From an optimization exercise on the open Yosys and OpenROAD flow, aimed at small area, a short achievable clock period and few clock cycles per item; shortcuts taken in it are not production practice.
Only the layout flow was run in this run; the RTL was not checked for function there.
No activity file was given, so power comes from the tool's default toggle rates.

`flow/run.sh`:
```
#!/bin/bash
# synth_recipe.tcl (not shown) runs the flow's synth.tcl, then flattens the netlist and writes it again
# the make line also repeats each setting of config.mk as NAME=value (left out here)
make -C /OpenROAD-flow-scripts/flow DESIGN_CONFIG=/design/flow/config.mk WORK_HOME=/design/flow/orfs CLKGATE_MAP_FILE= SYNTH_SCRIPT=/design/flow/synth_recipe.tcl finish
```
`flow/config.mk`:
```
export PLATFORM = sky130hd
export DESIGN_NAME = preamble_sync
export DESIGN_NICKNAME = preamble_sync
export VERILOG_FILES = /design/flow/design.v
export SDC_FILE = /design/flow/constraint.sdc
export NUM_CORES = 4
export LEC_CHECK = 0
export CAP_MARGIN = 20
export CORE_MARGIN = 2
export CORE_UTILIZATION = 40
export SLEW_MARGIN = 20
```
`flow/constraint.sdc`:
```
create_clock -name core_clock -period 12.5 [get_ports {clk}]
set_input_delay 2.5000 -clock core_clock [delete_from_list [all_inputs] [get_ports {clk}]]
set_output_delay 2.5000 -clock core_clock [all_outputs]
set_load 0.01 [all_outputs]
```
`flow/design.v`:
```
module preamble_sync (
    input  wire              clk,
    input  wire              rst,         
    input  wire              pre_we,
    input  wire [3:0]        pre_idx,
    input  wire signed [7:0] pre_re,
    input  wire signed [7:0] pre_im,
    input  wire              in_valid,
    output wire              in_ready,
    input  wire signed [7:0] in_re,
    input  wire signed [7:0] in_im,
    input  wire              in_last,
    output reg               res_valid,
    input  wire              res_ready,
    output reg  [11:0]       res_start,
    output reg  [39:0]       res_power,
    output reg               res_nolag,
    output wire              idle
);
    localparam integer M = 16;
    localparam [1:0] S_IDLE = 2'd0,
                     S_MAC  = 2'd1,
                     S_PEAK = 2'd2,
                     S_RES  = 2'd3;
    reg signed [7:0] p_re [0:M-1];
    reg signed [7:0] p_im [0:M-1];
    reg signed [7:0] w_re [0:M-1];
    reg signed [7:0] w_im [0:M-1];
    integer i;
    always @(posedge clk) begin
        if (rst) begin
            for (i = 0; i < M; i = i + 1) begin
                p_re[i] <= 8'sd0;
                p_im[i] <= 8'sd0;
            end
        end else if (pre_we) begin
            p_re[pre_idx] <= pre_re;
            p_im[pre_idx] <= pre_im;
        end
    end
    reg [1:0]         state;
    reg [3:0]         m;
    reg [12:0]        n;           
    reg               f_last;
    reg signed [20:0] acc_re, acc_im;
    reg [11:0]        best_o;
    reg [39:0]        best_p;
    reg               have_lag;
    wire signed [7:0]  a = w_re[m];
    wire signed [7:0]  b = w_im[m];
    wire signed [7:0]  c = p_re[4'd15 - m];
    wire signed [7:0]  d = p_im[4'd15 - m];
    wire signed [20:0] prod_re = a * c + b * d;
    wire signed [20:0] prod_im = b * c - a * d;
    wire [39:0]        power  = acc_re * acc_re + acc_im * acc_im;
    wire [11:0]        offset = n - M;           
    wire               better = !have_lag || (power > best_p);
    assign in_ready = (state == S_IDLE);
    assign idle     = (state == S_IDLE);
    always @(posedge clk) begin
        if (rst) begin
            state     <= S_IDLE;
            m         <= 4'd0;
            n         <= 13'd0;
            f_last    <= 1'b0;
            acc_re    <= 21'sd0;
            acc_im    <= 21'sd0;
            best_o    <= 12'd0;
            best_p    <= 40'd0;
            have_lag  <= 1'b0;
            res_valid <= 1'b0;
            res_start <= 12'd0;
            res_power <= 40'd0;
            res_nolag <= 1'b0;
            for (i = 0; i < M; i = i + 1) begin
                w_re[i] <= 8'sd0;
                w_im[i] <= 8'sd0;
            end
        end else begin
            if (res_valid && res_ready)
                res_valid <= 1'b0;
            case (state)
                S_IDLE: begin
                    if (in_valid) begin
                        for (i = 0; i < M - 1; i = i + 1) begin
                            w_re[i] <= w_re[i + 1];
                            w_im[i] <= w_im[i + 1];
                        end
                        w_re[M - 1] <= in_re;
                        w_im[M - 1] <= in_im;
                        n      <= n + 13'd1;
                        f_last <= in_last;
                        m      <= 4'd0;
                        acc_re <= 21'sd0;
                        acc_im <= 21'sd0;
                        if (n + 13'd1 >= M)
                            state <= S_MAC;
                        else if (in_last)
                            state <= S_RES;
                    end
                end
                S_MAC: begin
                    acc_re <= acc_re + prod_re;
                    acc_im <= acc_im + prod_im;
                    m      <= m + 4'd1;
                    if (m == 4'd15)
                        state <= S_PEAK;
                end
                S_PEAK: begin
                    if (better) begin
                        best_o <= offset;
                        best_p <= power;
                    end
                    have_lag <= 1'b1;
                    state    <= f_last ? S_RES : S_IDLE;
                end
                S_RES: begin
                    if (!res_valid || res_ready) begin
                        res_valid <= 1'b1;
                        res_start <= have_lag ? best_o : 12'd0;
                        res_power <= have_lag ? best_p : 40'd0;
                        res_nolag <= !have_lag;
                        have_lag  <= 1'b0;
                        n         <= 13'd0;
                        state     <= S_IDLE;
                        for (i = 0; i < M; i = i + 1) begin
                            w_re[i] <= 8'sd0;
                            w_im[i] <= 8'sd0;
                        end
                    end
                end
                default: state <= S_IDLE;
            endcase
        end
    end
endmodule
```
==> run notes <==
per-layer routing:
| metal | part of all wire, % | wire length (um) |
|---|---|---|
| met2 | 50 | 95700 |
| met5 | 0.0069 | 13 |
| met4 | 4.0 | 7680 |
| met3 | 4.7 | 8990 |
| met1 | 41 | 77200 |
layout make-up:
class                      instances  share of cell area [%]
timing repair buffer             213                    2.46
tap                             2340                    3.80
clock inverter                    41                   0.603
antenna                            1                 0.00325
inverter                        1387                    6.77
multi-input combinational       4638                    62.5
clock buffer                      98                    2.75
sequential                       681                    21.1
critical path: cells and delay by family (launching register included):
kind                       cells  cell delay (ns)
muxes                          1             0.21
adders and majority gates     11             4.87
AOI/OAI and AO/OA              7             1.92
DFF                            1             0.67
and+or+nand+nor                9             2.08
buffers and inverters          4             1.07
sequential cells by signal (all words and copies together), names as in the netlist:
| register | cells |
|---|---|
| acc_im | 21 |
| f_last | 1 |
| res_power | 40 |
| w_re | 128 |
| m | 4 |
| w_im | 128 |
| n | 13 |
| p_im | 128 |
| p_re | 128 |
| state | 2 |
| res_nolag | 1 |
| res_start | 12 |
| res_valid | 1 |
| best_p | 40 |
| acc_re | 21 |
| best_o | 12 |
| have_lag | 1 |
power by group through the flow:
| stage | Combinational, uW | Sequential [uW] | Clock, uW |
|---|---|---|---|
| after floorplan | 13200 | 2570 | 0 |
| after global placement | 17300 | 2680 | 0 |
| after detailed placement | 17500 | 2680 | 0 |
| after CTS | 17700 | 2630 | 2380 |
| after global routing | 19700 | 2650 | 2470 |
| final | 17600 | 2640 | 2330 |
synth_stat cells, types with 6 or more instances:
cell type and instances:
o21a_1 22, a211oi_2 9, nand2_1 394, nand3_1 41, fa_1 1235, a222oi_1 11
nor2_1 607, edfxtp_1 256, xor2_1 32, mux4_2 71, o31ai_1 6, mux2i_1 55
and3_1 283, a22oi_1 66, nor3_1 23, o21bai_1 6, inv_2 18, buf_1 15
a21o_1 44, o21ai_1 39, or3_1 8, nand4_1 25, clkbuf_1 309, o21ai_0 36
xnor2_1 102, ha_1 422, inv_1 1364, a31oi_1 12, a211oi_1 7, a221oi_1 31
dfxtp_1 425, a22o_1 83, nor2b_1 60, buf_2 32, mux2_2 10, or2_2 22
and2_1 412, nand2b_1 38, a21oi_1 351
worst max path at each step:
stage / endpoint / start / cells past startpoint / slack (ns)
final: best_p[11]$_SDFFE_PP0P_ / acc_im[12]$_SDFFE_PP0P_ / 32 / 1.50
after global routing: best_p[11]$_SDFFE_PP0P_ / acc_im[12]$_SDFFE_PP0P_ / 37 / 0.77
after CTS: best_p[11]$_SDFFE_PP0P_ / acc_im[12]$_SDFFE_PP0P_ / 37 / 1.49
after detailed placement: best_p[14]$_SDFFE_PP0P_ / acc_im[12]$_SDFFE_PP0P_ / 37 / 1.54
after global placement: best_p[13]$_SDFFE_PP0P_ / acc_re[0]$_SDFFE_PP0P_ / 35 / 1.71
after floorplan: best_o[0]$_SDFFE_PP0P_ / acc_im[20]$_SDFFE_PP0P_ / 36 / 2.77
through the flow:
step                setup WS (ns)  hold slack [ns]  power (uW)  instance area, sq um
finish                       1.50            0.453       22600                 77000
CTS                          1.49            0.452       22700                 76900
floorplan                    2.77            0.444       15800                 70900
global placement             1.71            0.445       20000                 74300
detailed placement           1.54            0.450       20200                 74300
global route                0.772            0.473       24800                 77000
cells by family after synthesis:
logic type,count (synthesis),share of synthesized area [%]
buffers and inverters,1753,9.42
flip-flops,681,22.8
XOR/XNOR,134,1.65
AND/OR/NAND/NOR,1932,13.4
AO/OA/AOI/OAI,779,7.19
adder cells (fa/ha/maj),1657,42.3
multiplexers,136,3.19
==> results.json <==
{
  "outcome": "finished clean",
  "synthesis.instances": 7072,
  "hold_path.startpoint": "best_o[10]$_SDFFE_PP0P_",
  "wl_per_cell_um": 20.2,
  "slowest_stage": "dfxtp_1",
  "busiest_layer": "met2",
  "startpoint_type": "flip-flop",
  "grt_pass1_wl_mm": 301,
  "seqPwrFrac_pct": 11.7,
  "track_usage_pct": 21.4,
  "power_leakage_uw": 0.0367,
  "layoutNonFillerInstCount": 9399,
  "clk_pin_slew_worst_paths_ns": 0.08,
  "final.setup.tns_ns": 0,
  "cts_hold_buf": 0,
  "overflow": 0,
  "drtAntennaViolNets": 0,
  "synthDistinctLibCells": 80,
  "final_common_cell": "inv_1",
  "r2r_end": "best_p[11]$_SDFFE_PP0P_",
  "cts_buffers": 77,
  "h-tree-depth": 3,
  "use_met1_pct": 27.2,
  "rsz0062_at_grt": "false",
  "cp-end-kind": "flip-flop",
  "peakVddDrop_mv": 0.865,
  "min_path_type": "reg2reg",
  "clock.fmax_mhz": 90.9,
  "grt_pass1_vias": 52600,
  "swShare_pct": 50.5,
  "arrival_ns": 11.54,
  "grt_max_degree": 257,
  "ys_seq_area_share_pct": 22.8,
  "cts_tree": "built",
  "cts_root_buf": "clkbuf_16",
  "period_needed_ns": 11.00,
  "post-place-cells": 9258,
  "critPathRequiredTime_ns": 13.04,
  "seq_area_sq_mm": 0.0162,
  "use_met3_pct": 2.51,
  "synth-edff-count": 256,
  "setup_viol": 0,
  "synth_top_cell_by_area": "fa_1",
  "clk_latency_ns": 0.71,
  "vias_per_cell": 5.16,
  "final_nets": 8697,
  "crit_top_cell": "fa_1",
  "net-switching-power_uw": 11400,
  "path_class": "reg2reg",
  "critical_path.max_stage_delay_ns": 0.67,
  "die_h_um": 425,
  "rows": 154,
  "postCtsSetupRepairBufs": 0,
  "synth_top_area_share_pct": 34.9,
  "utilization_pct": 43.7,
  "cp_max_fo": 31,
  "ys.flop_type": "dfxtp_1",
  "place_congestion": 0.890,
  "drc": 0,
  "period_share_pct": 88.0,
  "worst_slew_pin_slew_ns": 1.15,
  "min_path_cells": 2,
  "clockBufferDepth": 3,
  "syn_nets": 8771,
  "synthArstFlopShare_pct": 0,
  "syn_area_per_cell_sq_um": 10.0,
  "reg2reg_slack_ns": 1.50,
  "ys_ff_latch": 681,
  "slew-limit-headroom_pct": 22.9,
  "maxSlewViolCount": 0,
  "power_density_mw_per_mm2": 293,
  "dp_hpwl_mm": 144,
  "synth_area_sq_mm": 0.0709,
  "gr-usage-met2_pct": 37.5,
  "cts_resized": 0,
  "drtIter0Drc": 3205,
  "area_growth_pct": 8.47,
  "final_cell_mix": "inv_1 (1364), fa_1 (1235), nor2_1 (599)",
  "hold_viol": 0,
  "internal_power_uw": 11200,
  "yosys_warnings": 3,
  "antenna_found_initial": 2,
  "cap_viol_max_count": 0,
  "die-width_um": 425,
  "r2r_cells": 32,
  "pwr-share-clk_pct": 10.3,
  "fin_skew_ns": 0.0614,
  "drt_pre_antenna_iters": 5,
  "initial_core_util_pct": 40.3,
  "layout-drive-gt1-share_pct": 5.81,
  "hold-path-endpoint": "res_start[10]$_SDFFE_PP0P_",
  "comb_power_share_pct": 78.0,
  "clock_sinks": 681,
  "drt_wl_total_mm": 190,
  "ios": 98,
  "multi_input_area_sq_mm": 0.0481,
  "dieArea_sq_mm": 0.181,
  "core-area_sq_mm": 0.176,
  "yosys-top-cells-area": "fa_1 (35%), dfxtp_1 (12%), edfxtp_1 (11%)",
  "num-fill-cells": 16900,
  "vias": 48500,
  "io_buffer_count": 97,
  "r2r-start": "acc_im[12]$_SDFFE_PP0P_"
}

-- static timing again, ports no longer ideal --
How much do the figures lean on ideal ports? The routed layout below was timed once more, with nothing changed but the port constraints. Step 1 sets driving cells, clkbuf_16 on the clock port and buf_2 on the other inputs (assumed; they add their load-dependent delay and slew). Step 2 moves the port delays by t, midway between the first and last clock arrival at a register: inputs arrive t later, outputs are due t later. That takes back most of the time a late clock gives input paths. a / b / c = no drivers / after step 1 / after step 2; a / b = the first two.
t (ns): 0.766
setup slack, ns: 1.501 / 1.501 / 1.501
worst setup path at the end: register to register
slew at the worst register clock pin (ns): 0.09 / 0.09
worst data-port slew with drivers (ns): 0.09
After both steps setup and hold are still met in this run. For this run, drivers alone change the setup slack by 0.000 ns; drivers and shift together by 0.000 ns.
